Context: an optimization exercise on an open-source flow, tuned for small area. The choices shown serve that exercise and are no tape-out recipe. Where RTL was checked, it was by simulation tests only, not by an equivalence proof against the original. No functional check of the RTL was part of run 2. Power figures rest on the tool's default switching activity, not on a simulated workload.

===== flow/flow/run.sh =====
#!/bin/bash
# Standard ORFS layout (standard.sh, unchanged synthesis) with two layout choices:
#  * port buffers use the smallest buffer cell (buf_1) instead of the default pick;
#  * CTS builds the tree from clkbuf_4 with sink clusters of up to 10 flip-flops
#    and no dummy loads.
# make's full output goes to orfs_make.log in this folder; ORFS's per-step logs
# stay under orfs/logs/.
set -euo pipefail
bash standard.sh \
  "BUFFER_PORTS_ARGS=-buffer_cell sky130_fd_sc_hd__buf_1" \
  "CTS_ARGS=-sink_clustering_enable -repair_clock_nets -sink_clustering_size 10 -sink_clustering_max_diameter 60 -buf_list sky130_fd_sc_hd__clkbuf_4 -dont_use_dummy_load" \
  finish > orfs_make.log 2>&1

===== flow/standard.sh =====
#!/bin/bash
# synth_recipe.tcl (not shown) runs the flow's synth.tcl, then flattens the netlist and writes it again
# the make line also repeats each setting of config.mk as NAME=value (left out here)
make -C /OpenROAD-flow-scripts/flow DESIGN_CONFIG=/design/flow/config.mk WORK_HOME=/design/flow/orfs CLKGATE_MAP_FILE= SYNTH_SCRIPT=/design/flow/synth_recipe.tcl "${@:-finish}"

===== flow/config.mk =====
export PLATFORM = sky130hd
export DESIGN_NAME = ppv2p
export DESIGN_NICKNAME = ppv2p
export VERILOG_FILES = /design/flow/design.v
export SDC_FILE = /design/flow/constraint.sdc
export NUM_CORES = 4
export LEC_CHECK = 0
export CAP_MARGIN = 20
export CORE_MARGIN = 2
export CORE_UTILIZATION = 65
export SLEW_MARGIN = 20

===== flow/constraint.sdc =====
create_clock -name core_clock -period 6.0 [get_ports {clk}]
set_input_delay 1.2000 -clock core_clock [delete_from_list [all_inputs] [get_ports {clk}]]
set_output_delay 1.2000 -clock core_clock [all_outputs]
set_load 0.01 [all_outputs]

===== flow/design.v =====
module ppv2p (
    input  wire         clk,
    input  wire         rst,         
    input  wire         clr,         
    input  wire         cfg_we,
    input  wire [1:0]   cfg_wdata,
    input  wire         timeout,
    input  wire         in_err,
    input  wire         in_valid,
    input  wire [7:0]   in_data,
    input  wire         in_eof,
    output wire         in_ready,
    output wire [1:0]   st_q,
    output wire         done,
    output wire         rejected,
    output wire         res_valid,
    output wire [3:0]   err_q,
    output wire         io_cause_q,
    output wire [1:0]   disp,
    output wire [1:0]   cfg_q,
    output wire [16:0]  pos,
    output wire [3:0]   hdr_version,
    output wire [3:0]   hdr_command,
    output wire [3:0]   hdr_family,
    output wire [3:0]   hdr_protocol,
    output wire [15:0]  hdr_alen,
    output wire [127:0] src_ip,
    output wire [127:0] dst_ip,
    output wire [15:0]  src_port,
    output wire [15:0]  dst_port
);
    localparam [95:0] SIG = 96'h0D0A0D0A000D0A51524F540A;
    reg [1:0]  st;
    reg [16:0] cnt;
    reg [3:0]  err;
    reg        io_cause;
    reg [1:0]  cfg;
    reg [7:0]  nb14, nb15;       
    reg [3:0]  nproto;           
    reg        v6;               
    reg [7:0]  na [0:35];        
    integer i;
    wire hdr     = (st == 2'd0);
    wire adr     = (st == 2'd1);
    wire waiting = ~st[1];
    wire is_done = (st == 2'd2);
    wire is_rej  = (st == 2'd3);
    wire ev_tmo   = !clr && timeout;
    wire ev_ioerr = !clr && !timeout && in_err;
    wire ev_byte  = !clr && !timeout && !in_err && in_valid && waiting;
    wire ev_eof   = !clr && !timeout && !in_err && !(in_valid && waiting) && in_eof;
    wire [16:0] cnt_next = cnt + 17'd1;
    wire [3:0]  k        = cnt[3:0];
    reg [7:0] sig_byte;
    always @(*) begin
        sig_byte = 8'h00;
        for (i = 0; i < 12; i = i + 1)
            if (k == i) sig_byte = SIG[95 - 8*i -: 8];
    end
    wire [15:0] alen = ~{nb14, nb15};
    reg [3:0] chk;               
    always @(*) begin
        chk = 4'd0;
        if (k < 4'd12) begin
            if (in_data != sig_byte) chk = 4'd3;
        end else if (k == 4'd12) begin
            if (in_data[7:4] != 4'd2)      chk = 4'd4;
            else if (in_data[3:0] != 4'd1) chk = 4'd5;
        end else if (k == 4'd13) begin
            if (in_data[7:4] != 4'd1 && in_data[7:4] != 4'd2) chk = 4'd6;
        end else if (k == 4'd15) begin
            if (~nb15 == 8'd0 && in_data == 8'd0) chk = 4'd7;
        end
    end
    wire [3:0] pend = (err != 4'd0) ? err : chk;
    wire [16:0] ly  = {1'b0, alen};
    wire [16:0] lk  = 17'd15;
    wire [16:0] lcy = cnt ^ ly ^ lk;                        
    wire [16:0] lmj = {(ly[15:0] & lk[15:0]) | ((ly[15:0] | lk[15:0]) & lcy[15:0]), 1'b0};
    wire last_addr = (lcy == lmj);
    wire alen_ok   = v6 ? (alen >= 16'd36) : (alen >= 16'd12);
    wire a_keep    = v6 ? (cnt < 17'd52) : (cnt < 17'd28);
    wire a_shift   = ev_byte && adr && a_keep;
    wire h_shift   = ev_byte && hdr;
    always @(posedge clk) begin
        if (rst) begin
            st       <= 2'd0;
            cnt      <= 17'd0;
            err      <= 4'd0;
            io_cause <= 1'b0;
            cfg      <= 2'b00;
        end else begin
            if (cfg_we)
                cfg <= cfg_wdata;
            if (clr) begin
                st       <= 2'd0;
                cnt      <= 17'd0;
                err      <= 4'd0;
                io_cause <= 1'b0;
            end else if (ev_tmo) begin
                if (waiting) begin
                    st  <= 2'd3;
                    err <= 4'd8;
                end
            end else if (ev_ioerr) begin
                if (waiting) begin
                    st       <= 2'd3;
                    err      <= hdr ? 4'd1 : 4'd2;
                    io_cause <= 1'b1;
                end
            end else if (ev_byte) begin
                cnt <= cnt_next;
                if (hdr) begin
                    err <= pend;
                    if (k == 4'd15)
                        st <= (pend != 4'd0) ? 2'd3 : 2'd1;
                end else if (last_addr) begin
                    if (alen_ok) begin
                        st <= 2'd2;
                    end else begin
                        st  <= 2'd3;
                        err <= 4'd7;
                    end
                end
            end else if (ev_eof) begin
                if (waiting) begin
                    st  <= 2'd3;
                    err <= hdr ? 4'd1 : 4'd2;
                end
            end
        end
    end
    always @(posedge clk) begin
        if (h_shift) begin
            nb15   <= ~in_data;
            nb14   <= nb15;
            nproto <= nb14[3:0];
            v6     <= ~nb14[5];
        end
        if (a_shift) begin
            na[0] <= ~in_data;
            for (i = 1; i < 36; i = i + 1)
                na[i] <= na[i-1];
            na[20] <= v6 ? na[19] : na[7];
        end
    end
    assign in_ready   = waiting;
    assign st_q       = st;
    assign done       = is_done;
    assign rejected   = is_rej;
    assign res_valid  = is_done;
    assign err_q      = is_rej ? err : 4'd0;
    assign io_cause_q = io_cause;
    assign cfg_q      = cfg;
    assign pos        = cnt;
    assign disp[1] = is_rej;
    assign disp[0] = is_done | (is_rej && ((err == 4'd3 && cfg[0]) || (err == 4'd5 && cfg[1])));
    assign hdr_version  = {2'b00, is_done, 1'b0};
    assign hdr_command  = {3'b000, is_done};
    assign hdr_family   = {2'b00, is_done & v6, is_done & ~v6};
    assign hdr_protocol = is_done ? ~nproto : 4'd0;
    assign hdr_alen     = is_done ? alen : 16'd0;
    wire ep6 = is_done & v6;
    genvar g;
    generate
        for (g = 0; g < 16; g = g + 1) begin : g_ip
            if (g < 12) begin : g_hi
                assign src_ip[127 - 8*g -: 8] = ep6 ? ~na[35 - g] : 8'd0;
                assign dst_ip[127 - 8*g -: 8] = ep6 ? ~na[19 - g] : 8'd0;
            end else begin : g_lo
                assign src_ip[127 - 8*g -: 8] = is_done ? ~na[35 - g] : 8'd0;
                assign dst_ip[127 - 8*g -: 8] = is_done ? ~na[19 - g] : 8'd0;
            end
        end
    endgenerate
    assign src_port = is_done ? ~{na[3], na[2]} : 16'd0;
    assign dst_port = is_done ? ~{na[1], na[0]} : 16'd0;
endmodule

==> results of run 1 <==
## cells in the mapped netlist (all sizes together) (3+ instances only)
cell type  count
a21o           3
a21oi         16
a31oi          3
and2           3
and3           8
buf           21
clkbuf        36
dfxtp         26
edfxtp       309
ha            20
inv           44
mux2           8
mux2i          3
nand2         20
nand2b         4
nand3          8
nand4         10
nor2         347
nor2b          3
nor3          12
nor4          10
o21ai          9
o31ai          4
or3            4
or4            4
xnor2         27
xor2           7
## layout by cell type, fill, tap and decap left out, types with 10 or more instances in the layout
cell type  synthesis  final
edfxtp_1         309    309
dfxtp_1           26     26
clkbuf_4           0     39
ha_1              20     20
nand2_1           20     19
nor2_1           347    346
nand4_1           10     10
nor3_1            12     11
a21oi_1           15     15
buf_1              3    361
xnor2_1           27     27
inv_1             44     44
## per-stage QoR
step | cell area (sq um) | hold slack (ns) | instances | util [%] | setup slack (ns)
2_1_floorplan | 13200 | 0.427 | 1008 | - | -3.03
3_3_place_gp | 14700 | 0.428 | 1588 | 73.5 | 2.13
3_5_place_dp | 14700 | 0.433 | 1588 | 73.5 | 2.10
4_1_cts | 15000 | 0.430 | 1627 | 75.0 | 1.44
5_1_grt | 15000 | 0.455 | 1628 | 75.0 | 1.19
6_report | 15000 | 0.435 | 1628 | 75.0 | 1.47
## cells by family after synthesis
group           share of synthesized area, %
simple gates                            14.2
flops                                   74.4
buf+inv                                 3.36
compound gates                          3.01
xor+xnor                                2.26
fa+ha+maj                               1.90
mux                                    0.912
other cells                           0.0285
## final timing paths
check,startpoint,to,cells past startpoint
worst min-delay path,na[2][7],na[3][7],0
worst max register to register,cnt[11],st[1],9
worst max-delay path,st[0],dst_ip[83],6
worst min register to register,na[2][7],na[3][7],0
## worst reg2reg max path: stages (launching register included)
cell	delay [ns]
dfxtp_1	0.43
inv_1	0.11
ha_1	0.31
xor2_1	0.26
nand4_1	0.13
or3_1	0.35
nor3_1	0.25
o21ai_0	0.22
or4_1	0.57
o31a_1	0.29
## power groups by stage
stage	Sequential, mW	Combinational [mW]	Clock (mW)
6_report	2.53	0.158	0.964
4_1_cts	2.53	0.157	0.992
3_3_place_gp	2.59	0.155	0
2_1_floorplan	2.58	0.104	0
3_5_place_dp	2.59	0.157	0
5_1_grt	2.54	0.173	1.08
## cell type report
type / count / share of cell area [%]
Sequential cell: 335 / 65.2
Multi-Input combinational cell: 572 / 20.0
Timing Repair Buffer: 367 / 9.48
Tap cell: 270 / 2.25
Clock buffer: 39 / 1.95
Inverter: 44 / 1.10
Antenna cell: 1 / 0.0167
## sequential cells by signal, indices dropped and copies added, names as in the netlist, 2 cells and up
name and count:
nb15 8, err 4, nproto 4, st 2, cfg 2, nb14 8
na 288, cnt 17
## metal layers
metal	vias to the layer above	track usage (%)	routed length [um]
li1	4156	-	-
met1	4215	38.9	12200
met2	476	45.8	15200
met3	67	6.84	3040
met4	0	9.32	877
met5	-	0	0
==> reports/metrics.yaml, run 1 <==
critPathMaxStageDelay_ns: 0.64
grt_start_max_net_pins: 172
synth_ff_type: "edfxtp_1"
status: "no timing/DRC/antenna violations"
dp_hpwl_mm: 22.2
p_per_area_mw_per_mm2: 243
die_y_um: 146
yosysSeqAreaShare_pct: 74.4
avgViaCountPerCell: 5.48
tightest_slew_ns: 1.05
p_leak_nw: 5.12
rows: 52
cts_sinks: 335
grt_pass1_wl_mm: 45.9
drv_slew: 0
critPathLaunchType: "flop"
drt_iter0_markers: 798
p_seq_share_pct: 69.3
crit_fanout: 80
cap_violations: 0
combPwrFrac_pct: 4.3
postCtsResizedCells: 0
fin_nets: 1397
grt.overflow.total: 0
die_w_um: 146
cp-end-kind: "primary output"
crit_type: "reg2out"
synth_top_area_share_pct: 70.4
internal_power_mw: 2.87
slew_headroom_pct: 29.1
hold_violations: 0
setup_violations: 0
path_cells: "nand2b_4, inv_1, nand2_4, buf_4, nor2_1, buf_1"
synth_edf_count: 309
reg2reg_slack_ns: 2.94
min_period_ns: 4.53
n_fill_cell: 1401
ant_nets: 0
ctsHoldBuffers: 0
wl_per_cell_um: 19.2
p_sw_share_pct: 21.5
firstDrtPassIters: 4
regArea_sq_mm: 0.00980
tns_ns: 0
synth_cell_types: 58
fin_total_pwr_mw: 3.66
num_vias: 8914
port_buffers: 361
crit_family: "simple AND/OR/NAND/NOR gates"
synth_seq_cells: 335
cp.buffers_inverters: 3
htree_levels: 2
track_usage_pct: 28.4
arrival_ns: 3.33
finalCritPeriodShare_pct: 75.5
worstPathRequired_ns: 4.80
coreArea_sq_mm: 0.0200
rsz0062_at_grt: "false"
fin_skew_ns: 0.0605
peakVddDrop_mv: 0.158
antenna_found_initial: 1
cts_setup_buffers: 0
synth_top_area_cell: "edfxtp_1"
fmax_mhz: 221
dieArea_sq_mm: 0.0214
start_util_pct: 65.7
first_global_vias: 8021
worstSkewPairLatency_ns: 0.65
wirelength_mm: 31.3
synth.avg_cell_area_sq_um: 13.2
boundaryPins: 370
drive_gt1_share_pct: 4.86
clk_path_buf_depth: 3
syn_area_sq_mm: 0.0132
ys_warn_count: 2
worst_path_max_delay_cell: "nand2_4"
cts_inserted_buffers: 39
clk_pin_slew_ns: 0.11
synthArstFlopShare_pct: 0
hp-class: "reg2reg"
syn_to_final_growth_pct: 14.0
place.gp.congestion: 0.926
pwr-share-clk_pct: 26.4
cts-root-buf: "clkbuf_4"
syn-instance-count: 1001
drcViolationCount: 0
multi_input_comb_area_sq_mm: 0.00300
power.switching_mw: 0.787
ys_top_cells_by_area: "edfxtp_1, nor2_1, dfxtp_1, ha_1, xnor2_1"
cts_tree: "yes"
==> inputs of run 2 (changes only) <==
--- a/flow/design.v
+++ b/flow/design.v
@@ -75,7 +75,3 @@
     wire [3:0] pend = (err != 4'd0) ? err : chk;
-    wire [16:0] ly  = {1'b0, alen};
-    wire [16:0] lk  = 17'd15;
-    wire [16:0] lcy = cnt ^ ly ^ lk;                        
-    wire [16:0] lmj = {(ly[15:0] & lk[15:0]) | ((ly[15:0] | lk[15:0]) & lcy[15:0]), 1'b0};
-    wire last_addr = (lcy == lmj);
+    wire last_addr = (cnt_next == {1'b0, alen} + 17'd16);
     wire alen_ok   = v6 ? (alen >= 16'd36) : (alen >= 16'd12);
==> flow/run.sh (new file) <==
#!/bin/bash
# synth_recipe.tcl (not shown) runs the flow's synth.tcl, then flattens the netlist and writes it again
# the make line also repeats each setting of config.mk as NAME=value (left out here)
make -C /OpenROAD-flow-scripts/flow DESIGN_CONFIG=/design/flow/config.mk WORK_HOME=/design/flow/orfs CLKGATE_MAP_FILE= SYNTH_SCRIPT=/design/flow/synth_recipe.tcl finish
--- a/flow/config.mk
+++ b/flow/config.mk
@@ -9,3 +9,3 @@
 export CORE_MARGIN = 2
-export CORE_UTILIZATION = 65
+export CORE_UTILIZATION = 40
 export SLEW_MARGIN = 20
removed: flow/flow/run.sh
removed: flow/standard.sh
==> run 2 against run 1 <==
  * Via count is 6.7% higher
  * Register-to-register slack worse by 0.64 ns
  * Largest power group unchanged
  * Critical endpoint is now dst_ip[57]
  * Synthesized cell count rose by 7.7%
  * Worst setup slack got worse by 0.14 ns
  * Critical path type unchanged
  * Critical path depth up 1
  * Global-route usage shrank 7.5 points
  * Hold slack improved by 0.0068 ns
  * Count of clock-buffer cells in the layout grew 10
  * Die area is 66% higher
==> reports/metrics.yaml, run 2 <==
synth.avg_cell_area_sq_um: 12.7  # was 13.2 sq um
clk_path_buf_depth: 3  # unchanged
stdcell_count: 1896  # was 1628
drcViolationCount: 0  # unchanged
multi_input_comb_area_sq_mm: 0.00351  # was 0.00300 sq mm
die_y_um: 189  # was 146 um
peakVddDrop_mv: 0.226  # was 0.158 mV
boundaryPins: 370  # unchanged
fin_total_pwr_mw: 4.79  # was 3.66 mW
reg2reg_slack_ns: 2.30  # was 2.94 ns
arrival_ns: 3.47  # was 3.33 ns
fin_skew_ns: 0.0142  # was 0.0605 ns
cap_violations: 0  # unchanged
grt.overflow.total: 0  # unchanged
final_common_cell: "clkdlybuf4s50_1"  # was buf_1
critPathLaunchType: "flop"  # unchanged
use_met1_pct: 28.0  # was 38.9%
cts-root-buf: "clkbuf_16"  # was clkbuf_4
grt_use_met2_pct: 32.5  # was 45.8%
ctsHoldBuffers: 0  # unchanged
slew_headroom_pct: 32.9  # was 29.1%
num_vias: 9513  # was 8914
ys_top_cells_by_area: "edfxtp_1, nor2_1, dfxtp_1, xnor2_1, clkbuf_1"  # was edfxtp_1, nor2_1, dfxtp_1, ha_1, xnor2_1
cp-end-kind: "primary output"  # unchanged
place.gp.congestion: 0.889  # was 0.926
cts_sinks: 335  # unchanged
fin_nets: 1453  # was 1397
n_antenna_cell: 0  # was 1
top_register: "na"  # unchanged
postCtsResizedCells: 0  # unchanged
port_buffers: 361  # unchanged
setup_violations: 0  # unchanged
whs_ns: 0.442  # was 0.435 ns
cts_inserted_buffers: 37  # was 39
cts_setup_buffers: 0  # unchanged
coreArea_sq_mm: 0.0335  # was 0.0200 sq mm
dp.cells: 1836  # was 1588
clk_pin_slew_ns: 0.06  # was 0.11 ns
synth_top_area_cell: "edfxtp_1"  # unchanged
crit_fanout: 63  # was 80
final_core_util_pct: 55.9  # was 75.0%
hold_violations: 0  # unchanged
drt_iter0_markers: 731  # was 798
grt_busiest_layer: "met2"  # unchanged
avgViaCountPerCell: 5.02  # was 5.48
finalCritPeriodShare_pct: 77.8  # was 75.5%
hp-class: "reg2reg"  # unchanged
worstPathRequired_ns: 4.80  # about the same
syn_area_sq_mm: 0.0137  # was 0.0132 sq mm
layout_common_cells: "clkdlybuf4s50_1, nor2_1, edfxtp_1"  # was buf_1, nor2_1, edfxtp_1
p_per_area_mw_per_mm2: 256  # was 243 mW/mm^2
grt_start_max_net_pins: 94  # was 172
start_util_pct: 40.7  # was 65.7%
grt_use_met3_pct: 6.03  # was 6.84%
ant_nets: 0  # unchanged
first_global_vias: 9199  # was 8021
regArea_sq_mm: 0.00980  # unchanged
syn-instance-count: 1078  # was 1001
top_regs: "na: 288 flops, cnt: 17 flops"  # unchanged
htree_levels: 2  # unchanged
antenna_found_initial: 2  # was 1
min_period_ns: 4.67  # was 4.53 ns
syn_to_final_growth_pct: 37.2  # was 14.0%
wirelength_mm: 38.2  # was 31.3 mm
dp_hpwl_mm: 27.6  # was 22.2 mm
firstDrtPassIters: 5  # was 4
tightest_slew_ns: 1.00  # was 1.05 ns
synth_seq_cells: 335  # unchanged
die_w_um: 189  # was 146 um
worstSkewPairLatency_ns: 0.51  # was 0.65 ns
p_leak_nw: 6.37  # was 5.12 nW
largest_reg_flops: 288  # unchanged
fmax_mhz: 214  # was 221 MHz
synth_common_cells: "nor2_1, edfxtp_1, clkbuf_1, nand2_1, xnor2_1"  # was nor2_1, edfxtp_1, inv_1, clkbuf_1, xnor2_1
n_fill_cell: 2841  # was 1401
wl_per_cell_um: 20.1  # was 19.2 um
status: "no timing/DRC/antenna violations"  # unchanged
crit_type: "reg2out"  # unchanged
synth_ff_type: "edfxtp_1"  # unchanged
synth_most_common_cell: "nor2_1"  # unchanged
drive_gt1_share_pct: 5.73  # was 4.86%
track_usage_pct: 20.9  # was 28.4%
synth_top_area_share_pct: 68.0  # was 70.4%
synth_cell_types: 70  # was 58
cts_tree: "yes"  # unchanged
ys_warn_count: 2  # unchanged
yosysSeqAreaShare_pct: 71.8  # was 74.4%
rows: 67  # was 52
rsz0062_at_grt: "false"  # unchanged
tns_ns: 0  # unchanged
dieArea_sq_mm: 0.0356  # was 0.0214 sq mm
synth_edf_count: 309  # unchanged
grt_pass1_wl_mm: 56.7  # was 45.9 mm
drv_slew: 0  # unchanged
synthArstFlopShare_pct: 0  # unchanged
[run 2: cell count changes after synthesis, sizes merged, moves of 9 or more]
cell	previous run	this run
inv	44	24
nand2	20	40
ha	20	8
nor2	347	358
nand3	8	18
xor2	7	17
clkbuf	36	45
nor3	12	21
[run 2: critical path, cell delays in order, from the launching register on]
cell	delay (ns)
dfxtp_1	0.47
inv_1	0.22
nand2_4	0.33
inv_1	0.20
nand2_4	0.52
buf_4	0.54
nor2_1	0.14
clkdlybuf4s50_1	0.54
[run 2: final timing paths]
kind / from / to / cells past startpoint
worst min-delay path: na[18][6] / na[19][6] / 0
worst max register to register: cnt[0] / err[3] / 9
worst min register to register: na[18][6] / na[19][6] / 0
worst max-delay path: st[0] / dst_ip[57] / 7
[run 2: where the power goes]
part           switching, mW  internal (mW)  total, mW
clock                  0.858           1.16       2.01
combinational          0.122          0.108      0.231
sequential            0.0138           2.53       2.54
total                  0.994           3.79       4.79
[run 2: area by class of cell]
cell class / count / share of cell area (%)
Sequential cell: 335 / 52.3
Clock inverter: 11 / 0.327
Tap cell: 448 / 2.99
Multi-Input combinational cell: 657 / 18.7
Clock buffer: 49 / 5.29
Timing Repair Buffer: 371 / 19.8
Inverter: 25 / 0.501
[run 2: per-layer routing]
metal	vias up	share of wire, %
met4	0	3.2
met1	4538	43
met2	439	45
li1	4473	-
met5	-	0
met3	63	9.3
[run 2: stage by stage]
stage | setup slack [ns] | cell area [sq um]
finish | 1.33 | 18700
global route | 1.05 | 18700
CTS | 1.28 | 18700
detailed placement | 1.83 | 17700
global placement | 1.83 | 17700
floorplan | -3.02 | 13700
[run 2: cell families (layout without fill, tap and decap cells)]
logic type / Yosys count / after routing / share of synthesized area (%)
compound gates: 70 / 70 / 3.76
xor+xnor: 50 / 50 / 3.42
fa+ha+maj: 8 / 8 / 0.733
buf+inv: 93 / 456 / 3.02
flops: 335 / 335 / 71.8
mux: 12 / 12 / 0.953
other cells: 1 / 8 / 0.0275
simple gates: 509 / 509 / 16.3
==> inputs of run 3 (changes only) <==
--- a/flow/design.v
+++ b/flow/design.v
@@ -53,25 +53,26 @@
     wire [3:0]  k        = cnt[3:0];
-    reg [7:0] sig_byte;
+    wire [15:0] alen = ~{nb14, nb15};
+    reg [3:0] chk;
     always @(*) begin
-        sig_byte = 8'h00;
-        for (i = 0; i < 12; i = i + 1)
-            if (k == i) sig_byte = SIG[95 - 8*i -: 8];
-    end
-    wire [15:0] alen = ~{nb14, nb15};
-    reg [3:0] chk;               
-    always @(*) begin
-        chk = 4'd0;
-        if (k < 4'd12) begin
-            if (in_data != sig_byte) chk = 4'd3;
-        end else if (k == 4'd12) begin
-            if (in_data[7:4] != 4'd2)      chk = 4'd4;
-            else if (in_data[3:0] != 4'd1) chk = 4'd5;
-        end else if (k == 4'd13) begin
-            if (in_data[7:4] != 4'd1 && in_data[7:4] != 4'd2) chk = 4'd6;
-        end else if (k == 4'd15) begin
-            if (~nb15 == 8'd0 && in_data == 8'd0) chk = 4'd7;
-        end
+        case (k)
+            4'd0, 4'd2, 4'd5:       chk = (in_data != 8'h0D) ? 4'd3 : 4'd0;
+            4'd1, 4'd3, 4'd6, 4'd11: chk = (in_data != 8'h0A) ? 4'd3 : 4'd0;
+            4'd4:                   chk = (in_data != 8'h00) ? 4'd3 : 4'd0;
+            4'd7:                   chk = (in_data != 8'h51) ? 4'd3 : 4'd0;
+            4'd8:                   chk = (in_data != 8'h52) ? 4'd3 : 4'd0;
+            4'd9:                   chk = (in_data != 8'h4F) ? 4'd3 : 4'd0;
+            4'd10:                  chk = (in_data != 8'h54) ? 4'd3 : 4'd0;
+            4'd12:                  chk = (in_data[7:4] != 4'd2) ? 4'd4 :
+                                          (in_data[3:0] != 4'd1) ? 4'd5 : 4'd0;
+            4'd13:                  chk = (in_data[7:4] != 4'd1 && in_data[7:4] != 4'd2) ? 4'd6 : 4'd0;
+            4'd15:                  chk = (nb15 == 8'hFF && in_data == 8'd0) ? 4'd7 : 4'd0;
+            default:                chk = 4'd0;
+        endcase
     end
     wire [3:0] pend = (err != 4'd0) ? err : chk;
-    wire last_addr = (cnt_next == {1'b0, alen} + 17'd16);
+    wire [16:0] ly  = {1'b0, alen};
+    wire [16:0] lk  = 17'd15;
+    wire [16:0] lcy = cnt ^ ly ^ lk;                        
+    wire [16:0] lmj = {(ly[15:0] & lk[15:0]) | ((ly[15:0] | lk[15:0]) & lcy[15:0]), 1'b0};
+    wire last_addr = (lcy == lmj);
     wire alen_ok   = v6 ? (alen >= 16'd36) : (alen >= 16'd12);
==> flow/flow/run.sh (new file) <==
#!/bin/bash
# Standard ORFS layout (standard.sh, unchanged synthesis) with two layout choices:
#  * port buffers use the smallest buffer cell (buf_1) instead of the default pick;
#  * CTS builds the tree from clkbuf_4 with sink clusters of up to 10 flip-flops
#    and no dummy loads.
# make's full output goes to orfs_make.log in this folder; ORFS's per-step logs
# stay under orfs/logs/.
set -euo pipefail
bash standard.sh \
  "BUFFER_PORTS_ARGS=-buffer_cell sky130_fd_sc_hd__buf_1" \
  "CTS_ARGS=-sink_clustering_enable -repair_clock_nets -sink_clustering_size 10 -sink_clustering_max_diameter 40 -buf_list sky130_fd_sc_hd__clkbuf_4 -dont_use_dummy_load" \
  finish > orfs_make.log 2>&1
==> flow/standard.sh (new file) <==
#!/bin/bash
# synth_recipe.tcl (not shown) runs the flow's synth.tcl, then flattens the netlist and writes it again
# the make line also repeats each setting of config.mk as NAME=value (left out here)
make -C /OpenROAD-flow-scripts/flow DESIGN_CONFIG=/design/flow/config.mk WORK_HOME=/design/flow/orfs CLKGATE_MAP_FILE= SYNTH_SCRIPT=/design/flow/synth_recipe.tcl "${@:-finish}"
--- a/flow/config.mk
+++ b/flow/config.mk
@@ -9,3 +9,3 @@
 export CORE_MARGIN = 2
-export CORE_UTILIZATION = 40
+export CORE_UTILIZATION = 65
 export SLEW_MARGIN = 20
removed: flow/run.sh
==> run 3 against run 2 <==
  * First-iteration DRC count increased by 5.3%
  * Die area decreased by 41%
  * Clock skew up 0.038 ns
  * Synthesized cell count is 8.8% lower
  * Global-route usage grew 7.3 points
  * Non-clock buffer count is the same
==> reports/metrics.yaml, run 3 <==
hold_violations: 0  # unchanged
cts_tree: "yes"  # unchanged
drt_iter0_markers: 770  # was 731
largest_reg_flops: 288  # unchanged
grt_start_max_net_pins: 128  # was 94
drv_slew: 0  # unchanged
finalCritPeriodShare_pct: 75.1  # was 77.8%
fin_total_pwr_mw: 3.67  # was 4.79 mW
worst_path_max_delay_cell: "dfxtp_1"  # was buf_4
drcViolationCount: 0  # unchanged
crit_type: "reg2out"  # unchanged
num_vias: 8756  # was 9513
final_core_util_pct: 76.2  # was 55.9%
dieArea_sq_mm: 0.0212  # was 0.0356 sq mm
cap_violations: 0  # unchanged
fmax_mhz: 222  # was 214 MHz
grt_pass1_wl_mm: 46.0  # was 56.7 mm
crit_fanout: 86  # was 63
cp-end-kind: "primary output"  # unchanged
min_period_ns: 4.51  # was 4.67 ns
tightest_slew_ns: 0.922  # was 1.00 ns
setup_violations: 0  # unchanged
critPathLaunchType: "flop"  # unchanged
p_leak_nw: 5.08  # was 6.37 nW
synth_edf_count: 309  # unchanged
antenna_found_initial: 1  # was 2
wl_per_cell_um: 18.9  # was 20.1 um
cts-root-buf: "clkbuf_4"  # was clkbuf_16
first_global_vias: 8205  # was 9199
syn_area_sq_mm: 0.0130  # was 0.0137 sq mm
p_per_area_mw_per_mm2: 246  # was 256 mW/mm^2
worstPathRequired_ns: 4.80  # about the same
path_cells: "nand2b_4, inv_1, nand2_4, buf_4, nor2_1, buf_1"  # was inv_1, nand2_4, inv_1, nand2_4, buf_4, nor2_1, clkdlybuf4s50_1
grt.overflow.total: 0  # unchanged
peakVddDrop_mv: 0.185  # was 0.226 mV
syn-instance-count: 983  # was 1078
r2r_end: "err[0]"  # was err[3]
cts_setup_buffers: 0  # unchanged
arrival_ns: 3.31  # was 3.47 ns
die_y_um: 146  # was 189 um
postLayoutCellArea_sq_mm: 0.0149  # was 0.0187 sq mm
status: "no timing/DRC/antenna violations"  # unchanged
place.gp.congestion: 0.923  # was 0.889
worstHoldEndpoint: "na[19][1]"  # was na[19][6]
layout_common_cells: "buf_1, nor2_1, edfxtp_1"  # was clkdlybuf4s50_1, nor2_1, edfxtp_1
synth_cell_types: 54  # was 70
critPathMaxStageDelay_ns: 0.73  # was 0.54 ns
avgViaCountPerCell: 5.43  # was 5.02
coreArea_sq_mm: 0.0196  # was 0.0335 sq mm
track_usage_pct: 28.2  # was 20.9%
r2r-start: "cnt[9]"  # was cnt[0]
ctsHoldBuffers: 0  # unchanged
dp_slack_ns: 2.15  # was 1.83 ns
slew_headroom_pct: 38.5  # was 32.9%
rows: 51  # was 67
fin_nets: 1386  # was 1453
synth_ff_type: "edfxtp_1"  # unchanged
syn_to_final_growth_pct: 14.6  # was 37.2%
hold_depth: 0  # unchanged
worst_slack_ns: 1.49  # was 1.33 ns
clk_path_buf_depth: 3  # unchanged
top_regs: "na: 288 flops, cnt: 17 flops"  # unchanged
yosysSeqAreaShare_pct: 75.2  # was 71.8%
fin_skew_ns: 0.0519  # was 0.0142 ns
synth_seq_cells: 335  # unchanged
n_fill_cell: 1327  # was 2841
synth_top_area_share_pct: 71.2  # was 68.0%
top_register: "na"  # unchanged
clk_pin_slew_ns: 0.11  # was 0.06 ns
synth_top_area_cell: "edfxtp_1"  # unchanged
ys_top_cells_by_area: "edfxtp_1, nor2_1, dfxtp_1, ha_1, xnor2_1"  # was edfxtp_1, nor2_1, dfxtp_1, xnor2_1, clkbuf_1
final_common_cell: "buf_1"  # was clkdlybuf4s50_1
synth.avg_cell_area_sq_um: 13.3  # was 12.7 sq um
synth_most_common_cell: "nor2_1"  # unchanged
postCtsResizedCells: 0  # unchanged
drive_gt1_share_pct: 5.13  # was 5.73%
reg2reg_depth: 9  # unchanged
start_util_pct: 66.5  # was 40.7%
dp_hpwl_mm: 22.2  # was 27.6 mm
cts_inserted_buffers: 41  # was 37
hp-start: "na[18][1]"  # was na[18][6]
worstSkewPairLatency_ns: 0.65  # was 0.51 ns
wirelength_mm: 30.5  # was 38.2 mm
cts_sinks: 335  # unchanged
hp-class: "reg2reg"  # unchanged
die_w_um: 146  # was 189 um
htree_levels: 2  # unchanged
rsz0062_at_grt: "false"  # unchanged
firstDrtPassIters: 5  # unchanged
port_buffers: 361  # unchanged
dpl_cell_area_sq_mm: 0.0146  # was 0.0177 sq mm
ys_warn_count: 2  # unchanged
synth_common_cells: "nor2_1, edfxtp_1, inv_1, clkbuf_1, dfxtp_1"  # was nor2_1, edfxtp_1, clkbuf_1, nand2_1, xnor2_1
ant_nets: 0  # unchanged
synthArstFlopShare_pct: 0  # unchanged
boundaryPins: 370  # unchanged
reg2reg_slack_ns: 2.96  # was 2.30 ns
-- run 3: cell types whose count changed after synthesis, sizes merged, moves of 6 or more --
cell	before	now
nand2	40	21
nand3	18	9
nor2	358	346
buf	23	16
and3	14	6
xnor2	31	25
inv	24	43
o21ai	15	4
ha	8	20
xor2	17	8
-- run 3: cell families after synthesis --
logic type,after synthesis,share of synthesized area [%]
simple gates,440,14.1
flops,335,75.2
buf+inv,99,3.28
compound gates,45,2.42
xor+xnor,33,2.22
fa+ha+maj,20,1.92
mux,10,0.845
other cells,1,0.0288
-- run 3: area by class of cell --
cell class | count | area, sq um | share of cell area (%)
tap | 265 | 332 | 2.22
timing repair buffer | 371 | 1460 | 9.74
antenna | 1 | 2.50 | 0.0168
clock buffer | 41 | 308 | 2.06
sequential | 335 | 9800 | 65.6
multi-input combinational | 556 | 2880 | 19.3
inverter | 43 | 161 | 1.08
-- run 3: routing by layer --
| metal | global-route usage, % | wire (um) | up-vias |
|---|---|---|---|
| met4 | 9.17 | 823 | 0 |
| met3 | 7.43 | 2960 | 52 |
| met1 | 37.6 | 11900 | 4153 |
| li1 | - | - | 4108 |
| met2 | 46.1 | 14700 | 443 |
| met5 | 0 | 0 | - |
-- run 3: how the worst max path moves through the flow --
| stage | startpoint | end | slack, ns | cells past startpoint |
|---|---|---|---|---|
| 2_1_floorplan | in_err | na[0][0] | -3.11 | 5 |
| 3_3_place_gp | st[1] | dst_ip[83] | 2.22 | 6 |
| 3_5_place_dp | st[1] | dst_ip[83] | 2.15 | 6 |
| 4_1_cts | st[1] | dst_ip[83] | 1.47 | 6 |
| 5_1_grt | st[1] | dst_ip[83] | 1.23 | 6 |
| 6_report | st[1] | dst_ip[83] | 1.49 | 6 |
-- run 3: per-stage QoR --
stage	instances	hold WS [ns]	setup TNS, ns
after global routing	1612	0.420	0
after CTS	1611	0.405	0
final	1612	0.410	0
after global placement	1570	0.430	0
after floorplan	990	0.427	-895.40
after detailed placement	1570	0.433	0
-- run 3: worst max-delay path, delay by kind of cell, from the launching register on --
family	cells	cell delay (ns)
flip-flops	1	0.73
AND/OR/NAND/NOR	3	0.98
buffers and inverters	3	0.94
-- run 3: report_power, final --
part / total (mW) / internal, mW / switching (mW)
Clock: 0.977 / 0.316 / 0.661
Sequential: 2.54 / 2.52 / 0.0114
Combinational: 0.158 / 0.0451 / 0.113
Total: 3.67 / 2.89 / 0.786
==> inputs of run 4 (changes only) <==
==> flow/flow/run.sh (replaced) <==
#!/bin/bash
# Layout flow: the standard ORFS flow (standard.sh) with three changes.
#  1. After the standard synthesis (run unchanged), the combinational logic
#     between the registers is re-mapped by ABC with an area-oriented script
#     (flow/remap.tcl).  Every register keeps its instance name and cell type.
#  2. Port buffers use the smallest buffer cell (buf_1).
#  3. CTS builds the tree from clkbuf_4 with sink clusters of up to 10
#     flip-flops and no dummy loads.
# Each step's full output goes to its own log in this folder; ORFS's per-step
# logs stay under orfs/logs/.
set -euo pipefail
R=orfs/results/${FLOW_PLATFORM}/ppv2p/base
YOSYS_BIN=${FLOW_HOME}/../tools/install/yosys/bin/yosys
[[ -x $YOSYS_BIN ]] || YOSYS_BIN=yosys

# 1. standard synthesis
bash standard.sh synth > synth_make.log 2>&1

# 2. re-map the combinational logic of its netlist
cp "$R/1_2_yosys.v" "$R/1_2_yosys_standard.v"
REMAP_LIB=${FLOW_HOME}/platforms/${FLOW_PLATFORM}/lib/sky130_fd_sc_hd__tt_025C_1v80.lib \
REMAP_IN="$R/1_2_yosys_standard.v" REMAP_TOP=${FLOW_TOP} \
REMAP_STAT=remap_stat.txt REMAP_OUT=remap.v \
  "$YOSYS_BIN" -c flow/remap.tcl > remap_yosys.log 2>&1
cp remap.v "$R/1_2_yosys.v"
rm -f "$R/1_synth.odb" "$R/1_synth.sdc"

# 3. the rest of the standard flow on the re-mapped netlist
bash standard.sh \
  "BUFFER_PORTS_ARGS=-buffer_cell sky130_fd_sc_hd__buf_1" \
  "CTS_ARGS=-sink_clustering_enable -repair_clock_nets -sink_clustering_size 10 -sink_clustering_max_diameter 40 -buf_list sky130_fd_sc_hd__clkbuf_4 -dont_use_dummy_load" \
  finish > orfs_make.log 2>&1
==> flow/flow/remap.tcl (new file) <==
# Re-map the combinational logic of the standard synthesis netlist for area.
# Registers (and tie cells) are kept exactly as the standard synthesis made
# them: same instances, names and cell types.  Only the logic between them is
# re-synthesised by ABC with an area-oriented script.
yosys -import
set lib $::env(REMAP_LIB)
read_liberty -ignore_miss_func $lib
read_verilog $::env(REMAP_IN)
hierarchy -top $::env(REMAP_TOP)
# keep sequential and tie cells as they are
foreach c {sky130_fd_sc_hd__edfxtp_1 sky130_fd_sc_hd__dfxtp_1 sky130_fd_sc_hd__conb_1} {
  setattr -mod -set blackbox 1 $c
}
flatten
delete {t:$scopeinfo}
# the pins of flattened cells became wires named <cell>.<pin>: make them internal
yosys rename -hide {w:*.*}
opt_clean -purge
# the flattened cell modules are gone: declare every library cell again (as a blackbox)
read_liberty -lib -ignore_redef $lib
abc -liberty $lib -script "+strash;dch,-f;map,-a;mfs2;strash;dch,-f;map,-a;topo" \
  -dont_use *probe* -dont_use *lpflow* -dont_use *clkbuf* -dont_use *clkinv* \
  -dont_use *dlygate* -dont_use *clkdly* -dont_use *dlymetal*
splitnets
opt_clean -purge
hilomap -singleton -hicell sky130_fd_sc_hd__conb_1 HI -locell sky130_fd_sc_hd__conb_1 LO
insbuf -buf sky130_fd_sc_hd__buf_4 A X
opt_clean -purge
yosys rename -hide w:*\$*
tee -o $::env(REMAP_STAT) stat -liberty $lib
check -assert -mapped
write_verilog -noattr -nohex -nodec $::env(REMAP_OUT)
==> run 4 against run 3 <==
  * Clock power up 1%
  * Via count up 0.96%
  * Clock skew up 0.041 ns
  * Sequential power about the same
  * Combinational power down 6%
  * First-iteration DRC count down 4.9%
  * Die area down 3.0%
  * Total power down 0.20%
  * Cell area down 1.9%
  * Sequential share of layout area up 1.3 points
  * Worst setup slack worse by 0.57 ns
  * Critical endpoint is now src_ip[40]
  * Largest cell class unchanged
==> reports/metrics.yaml, run 4 <==
slew_headroom_pct: 36.8  # was 38.5%
dp_hpwl_mm: 20.6  # was 22.2 mm
grt.overflow.total: 0  # unchanged
drt_iter0_markers: 732  # was 770
min_period_ns: 5.07  # was 4.51 ns
fin_skew_ns: 0.0925  # was 0.0519 ns
cap_violations: 0  # unchanged
wl_per_cell_um: 17.9  # was 18.9 um
syn_to_final_growth_pct: 16.1  # was 14.6%
finalCritPeriodShare_pct: 84.6  # was 75.1%
wirelength_mm: 29.6  # was 30.5 mm
fmax_mhz: 197  # was 222 MHz
firstDrtPassIters: 5  # unchanged
cts_inserted_buffers: 42  # was 41
p_seq_share_pct: 69.0  # was 69.1%
ctsHoldBuffers: 0  # unchanged
antenna_found_initial: 1  # unchanged
dp.cells: 1611  # was 1570
synth.avg_cell_area_sq_um: 12.7  # was 13.3 sq um
ant_nets: 0  # unchanged
drive_gt1_share_pct: 3.95  # was 5.13%
cts-root-buf: "clkbuf_4"  # unchanged
critPathLaunchType: "flop"  # unchanged
peakVddDrop_mv: 0.175  # was 0.185 mV
hp-class: "reg2reg"  # unchanged
die_w_um: 143  # was 146 um
combPwrFrac_pct: 4.0  # was 4.3%
num_vias: 8840  # was 8756
worstSkewPairLatency_ns: 0.66  # was 0.65 ns
setup_violations: 0  # unchanged
top_register: "na"  # unchanged
status: "no timing/DRC/antenna violations"  # unchanged
hold_violations: 0  # unchanged
crit_type: "reg2out"  # unchanged
stdcell_count: 1655  # was 1612
worstPathRequired_ns: 4.80  # about the same
final_common_cell: "nor2_1"  # was buf_1
drv_slew: 0  # unchanged
die_y_um: 143  # was 146 um
final_core_util_pct: 77.5  # was 76.2%
grt_pass1_wl_mm: 42.9  # was 46.0 mm
first_global_vias: 7924  # was 8205
internal_power_mw: 2.88  # was 2.89 mW
cts_tree: "yes"  # unchanged
p_sw_share_pct: 21.4  # about the same
clk_pin_slew_ns: 0.10  # was 0.11 ns
place.gp.congestion: 0.936  # was 0.923
power.switching_mw: 0.784  # was 0.786 mW
track_usage_pct: 27.7  # was 28.2%
rsz0062_at_grt: "false"  # unchanged
postCtsResizedCells: 0  # unchanged
clk_path_buf_depth: 3  # unchanged
cts_setup_buffers: 0  # unchanged
arrival_ns: 3.87  # was 3.31 ns
layout_common_cells: "nor2_1, buf_1, edfxtp_1"  # was buf_1, nor2_1, edfxtp_1
grt_start_max_net_pins: 216  # was 128
ys_warn_count: 2  # unchanged
tightest_slew_ns: 0.946  # was 0.922 ns
n_fill_cell: 1263  # was 1327
avgViaCountPerCell: 5.34  # was 5.43
htree_levels: 2  # unchanged
pwr-share-clk_pct: 27.0  # was 26.6%
crit_fanout: 117  # was 86
p_per_area_mw_per_mm2: 250  # was 246 mW/mm^2
p_leak_nw: 5.07  # was 5.08 nW
cp-end-kind: "primary output"  # unchanged
syn-instance-count: 995  # was 983
dieArea_sq_mm: 0.0205  # was 0.0212 sq mm
rows: 50  # was 51
top_regs: "na: 288 flops, cnt: 17 flops"  # unchanged
coreArea_sq_mm: 0.0189  # was 0.0196 sq mm
cts_sinks: 335  # unchanged
start_util_pct: 66.8  # was 66.5%
syn_area_sq_mm: 0.0126  # was 0.0130 sq mm
port_buffers: 361  # unchanged
largest_reg_flops: 288  # unchanged
fin_nets: 1414  # was 1386
boundaryPins: 370  # unchanged
drcViolationCount: 0  # unchanged
-- run 4: worst max-delay path: stages (launching register included) --
cell        delay (ns)
dfxtp_1           0.42
inv_1             0.16
nor2_1            0.32
inv_4             0.24
nor2_1            0.28
clkinvlp_4        0.81
buf_12            0.55
nor2_1            0.26
buf_1             0.19
-- run 4: worst paths after layout --
check	end	from	depth (start not counted)	slack, ns
worst max-delay path	src_ip[40]	st[1]	8	0.93
worst min-delay path	na[6][4]	na[5][4]	0	0.42
worst max register to register	cnt[16]	cnt[3]	22	2.60
worst min register to register	na[6][4]	na[5][4]	0	0.42
-- run 4: routing by layer --
| metal | track usage [%] | wire length (um) |
|---|---|---|
| met4 | 9.39 | 793 |
| met3 | 8.36 | 3110 |
| met5 | 0 | 0 |
| met1 | 36.1 | 11200 |
| met2 | 45.1 | 14500 |
-- run 4: per-stage QoR --
stage / hold slack, ns / power [mW] / instance area, sq um / worst slack, ns / setup TNS, ns
2_1_floorplan: 0.427 / 2.67 / 12700 / -3.00 / -864.82
6_report: 0.423 / 3.66 / 14600 / 0.925 / 0
3_3_place_gp: 0.429 / 2.73 / 14300 / 1.57 / 0
3_5_place_dp: 0.432 / 2.73 / 14300 / 1.48 / 0
5_1_grt: 0.418 / 3.79 / 14600 / 0.505 / 0
4_1_cts: 0.418 / 3.70 / 14600 / 0.820 / 0
-- run 4: power groups by stage --
stage | registers (mW) | clock network [mW] | logic [mW]
CTS | 2.53 | 1.02 | 0.148
detailed placement | 2.58 | 0 | 0.147
global placement | 2.58 | 0 | 0.146
finish | 2.53 | 0.990 | 0.148
global route | 2.53 | 1.10 | 0.163
floorplan | 2.58 | 0 | 0.0938
-- run 4: area by class of cell --
class	count	area, sq um	share of cell area, %
repair buffers	367	1450	9.87
clock buffers	42	315	2.15
inverters	64	246	1.68
diodes	1	2.50	0.0171
well taps	260	325	2.22
multi-input cells	586	2510	17.2
flip-flops and latches	335	9800	66.9
==> inputs of run 5 (changes only) <==
--- a/flow/flow/remap.tcl
+++ b/flow/flow/remap.tcl
@@ -20,3 +20,3 @@
 read_liberty -lib -ignore_redef $lib
-abc -liberty $lib -script "+strash;dch,-f;map,-a;mfs2;strash;dch,-f;map,-a;topo" \
+abc -liberty $lib -script "+strash;dc2;dch,-f;amap;mfs2;strash;dch,-f;amap;topo" \
   -dont_use *probe* -dont_use *lpflow* -dont_use *clkbuf* -dont_use *clkinv* \
==> run 5 against run 4 <==
  * Die area is 0.86% lower
  * Register-to-register slack better by 0.02 ns
  * Sequential share of layout area is 0.68 points higher
  * Critical path depth stayed put
  * Synthesized area is 0.88% lower
  * Cell count is 4.2% lower
  * Sequential power hardly changed
  * Non-clock buffer count is 1 higher
  * Clock skew is 0.027 ns lower
  * Synthesized cell count is 4.7% lower
==> reports/metrics.yaml, run 5 <==
wirelength_mm: 28.2  # was 29.6 mm
hp-class: "reg2reg"  # unchanged
avgViaCountPerCell: 5.49  # was 5.34
whs_ns: 0.419  # was 0.423 ns
cp-end-kind: "primary output"  # unchanged
worstSkewPairLatency_ns: 0.64  # was 0.66 ns
fmax_mhz: 205  # was 197 MHz
cts_setup_buffers: 0  # unchanged
setup_violations: 0  # unchanged
slew_headroom_pct: 45.4  # was 36.8%
critPathLaunchType: "flop"  # unchanged
num_vias: 8696  # was 8840
combPwrFrac_pct: 4.2  # was 4.0%
drcViolationCount: 0  # unchanged
rows: 50  # unchanged
clk_pin_slew_ns: 0.10  # about the same
dp_slack_ns: 1.76  # was 1.48 ns
r2r-start: "cnt[0]"  # was cnt[3]
top_regs: "na: 288 flops, cnt: 17 flops"  # unchanged
fin_skew_ns: 0.0656  # was 0.0925 ns
grt.overflow.total: 0  # unchanged
grt_start_max_net_pins: 157  # was 216
port_buffers: 361  # unchanged
hold_violations: 0  # unchanged
fin_total_pwr_mw: 3.68  # was 3.66 mW
drv_slew: 0  # unchanged
peakVddDrop_mv: 0.195  # was 0.175 mV
cts_sinks: 335  # unchanged
coreArea_sq_mm: 0.0188  # was 0.0189 sq mm
syn-instance-count: 948  # was 995
syn_area_sq_mm: 0.0125  # was 0.0126 sq mm
status: "no timing/DRC/antenna violations"  # unchanged
cts-root-buf: "clkbuf_4"  # unchanged
regArea_sq_mm: 0.00980  # unchanged
p_leak_nw: 4.92  # was 5.07 nW
tightest_slew_ns: 0.819  # was 0.946 ns
synth.avg_cell_area_sq_um: 13.2  # was 12.7 sq um
worst_slack_ns: 1.13  # was 0.925 ns
power.switching_mw: 0.782  # was 0.784 mW
ctsHoldBuffers: 0  # unchanged
first_global_vias: 7810  # was 7924
multi_input_comb_area_sq_mm: 0.00247  # was 0.00251 sq mm
cts_inserted_buffers: 44  # was 42
cap_violations: 0  # unchanged
rsz0062_at_grt: "false"  # unchanged
clk_path_buf_depth: 3  # unchanged
wl_per_cell_um: 17.8  # was 17.9 um
antenna_found_initial: 1  # unchanged
start_util_pct: 66.7  # was 66.8%
crit_start: "st[1]"  # unchanged
htree_levels: 2  # unchanged
top_register: "na"  # unchanged
layout_common_cells: "nor2_1, buf_1, edfxtp_1"  # unchanged
dieArea_sq_mm: 0.0204  # was 0.0205 sq mm
drt_iter0_markers: 679  # was 732
cts_tree: "yes"  # unchanged
ys_warn_count: 2  # unchanged
arrival_ns: 3.67  # was 3.87 ns
dp_hpwl_mm: 19.6  # was 20.6 mm
die_y_um: 143  # about the same
finalCritPeriodShare_pct: 81.2  # was 84.6%
internal_power_mw: 2.90  # was 2.88 mW
crit_fanout: 85  # was 117
grt_pass1_wl_mm: 41.8  # was 42.9 mm
postCtsResizedCells: 0  # unchanged
firstDrtPassIters: 6  # was 5
p_seq_share_pct: 68.7  # was 69.0%
largest_reg_flops: 288  # unchanged
p_per_area_mw_per_mm2: 254  # was 250 mW/mm^2
crit_type: "reg2out"  # unchanged
track_usage_pct: 26.7  # was 27.7%
syn_to_final_growth_pct: 15.9  # was 16.1%
place.gp.congestion: 0.976  # was 0.936
min_period_ns: 4.87  # was 5.07 ns
die_w_um: 143  # about the same
worstPathRequired_ns: 4.80  # about the same
hp-start: "na[13][4]"  # was na[5][4]
p_sw_share_pct: 21.3  # was 21.4%
final_common_cell: "nor2_1"  # unchanged
n_fill_cell: 1257  # was 1263
pwr-share-clk_pct: 27.1  # was 27.0%
drive_gt1_share_pct: 4.15  # was 3.95%
boundaryPins: 370  # unchanged
ant_nets: 0  # unchanged
fin_nets: 1370  # was 1414
[run 5: stage by stage]
| stage | instances | area, sq um | util (%) | TNS, ns |
|---|---|---|---|---|
| floorplan | 955 | 12600 | - | -1550.35 |
| global placement | 1540 | 14200 | 75.5 | 0 |
| detailed placement | 1540 | 14200 | 75.5 | 0 |
| CTS | 1584 | 14500 | 77.2 | 0 |
| global route | 1585 | 14500 | 77.3 | 0 |
| finish | 1585 | 14500 | 77.3 | 0 |
[run 5: critical path, cell delays in order (launching register included)]
cell,delay (ns)
dfxtp_1,0.49
inv_1,0.18
nor2_1,0.41
inv_4,0.33
nor2_1,0.29
clkinvlp_4,0.39
buf_4,0.47
nor2_1,0.27
buf_1,0.17
[run 5: metal layers]
layer  vias to the layer above  global-route usage, %  share of wire (%)
met5                         -                      0                  0
met3                        57                   6.87                8.4
met4                         0                   9.80                3.1
li1                       4130                      -                  -
met2                       403                   42.4                 48
met1                      4106                   36.5                 40
[run 5: area by class of cell]
class,count,share of cell area [%]
clock buffer,44,2.28
inverter,45,1.21
multi-input combinational,558,17.0
antenna,1,0.0173
tap,234,2.02
sequential,335,67.6
timing repair buffer,368,9.88
[run 5: power by group through the flow]
| stage | Combinational, mW | Clock (mW) | Sequential (mW) |
|---|---|---|---|
| floorplan | 0.0984 | 0 | 2.58 |
| global placement | 0.151 | 0 | 2.58 |
| detailed placement | 0.153 | 0 | 2.58 |
| CTS | 0.154 | 1.04 | 2.53 |
| global route | 0.169 | 1.12 | 2.53 |
| finish | 0.154 | 1.00 | 2.53 |
[run 5: path summary, 6_finish.rpt]
path	depth (start not counted)	to	slack [ns]
worst max-delay path	8	src_ip[66]	1.13
worst min-delay path	0	na[14][4]	0.42
worst max register to register	18	cnt[16]	2.62
worst min register to register	0	na[14][4]	0.42

## re-timing with driven ports
No port has a modelled driver above. Below, the same layouts with a new extraction and two added sets of constraints. Step 1 sets driving cells, clkbuf_16 on the clock port and buf_2 on the other inputs (assumed; they add their load-dependent delay and slew). Step 2 adds t to the input delays and takes it off the output delays; t is the mean of the earliest and latest rising clock arrival at the registers after step 1. Input paths then give back, and output paths get back, about the clock's delay inside the block. Slacks: no drivers / after step 1 / after step 2; pairs: no drivers / after step 1.
run	t, ns	setup WS [ns]	slew at the worst register clock pin (ns)	worst slew at a driven data input, ns
run 1	0.663	1.470 / 1.427 / 2.090	0.11 / 0.11	0.04
run 2	0.550	1.333 / 1.284 / 1.835	0.06 / 0.06	0.06
run 3	0.660	1.493 / 1.452 / 2.113	0.11 / 0.11	0.03
run 4	0.652	0.925 / 0.883 / 1.535	0.11 / 0.11	0.04
run 5	0.655	1.127 / 1.084 / 1.738	0.11 / 0.11	0.03
After both steps setup and hold are still met in every run listed.
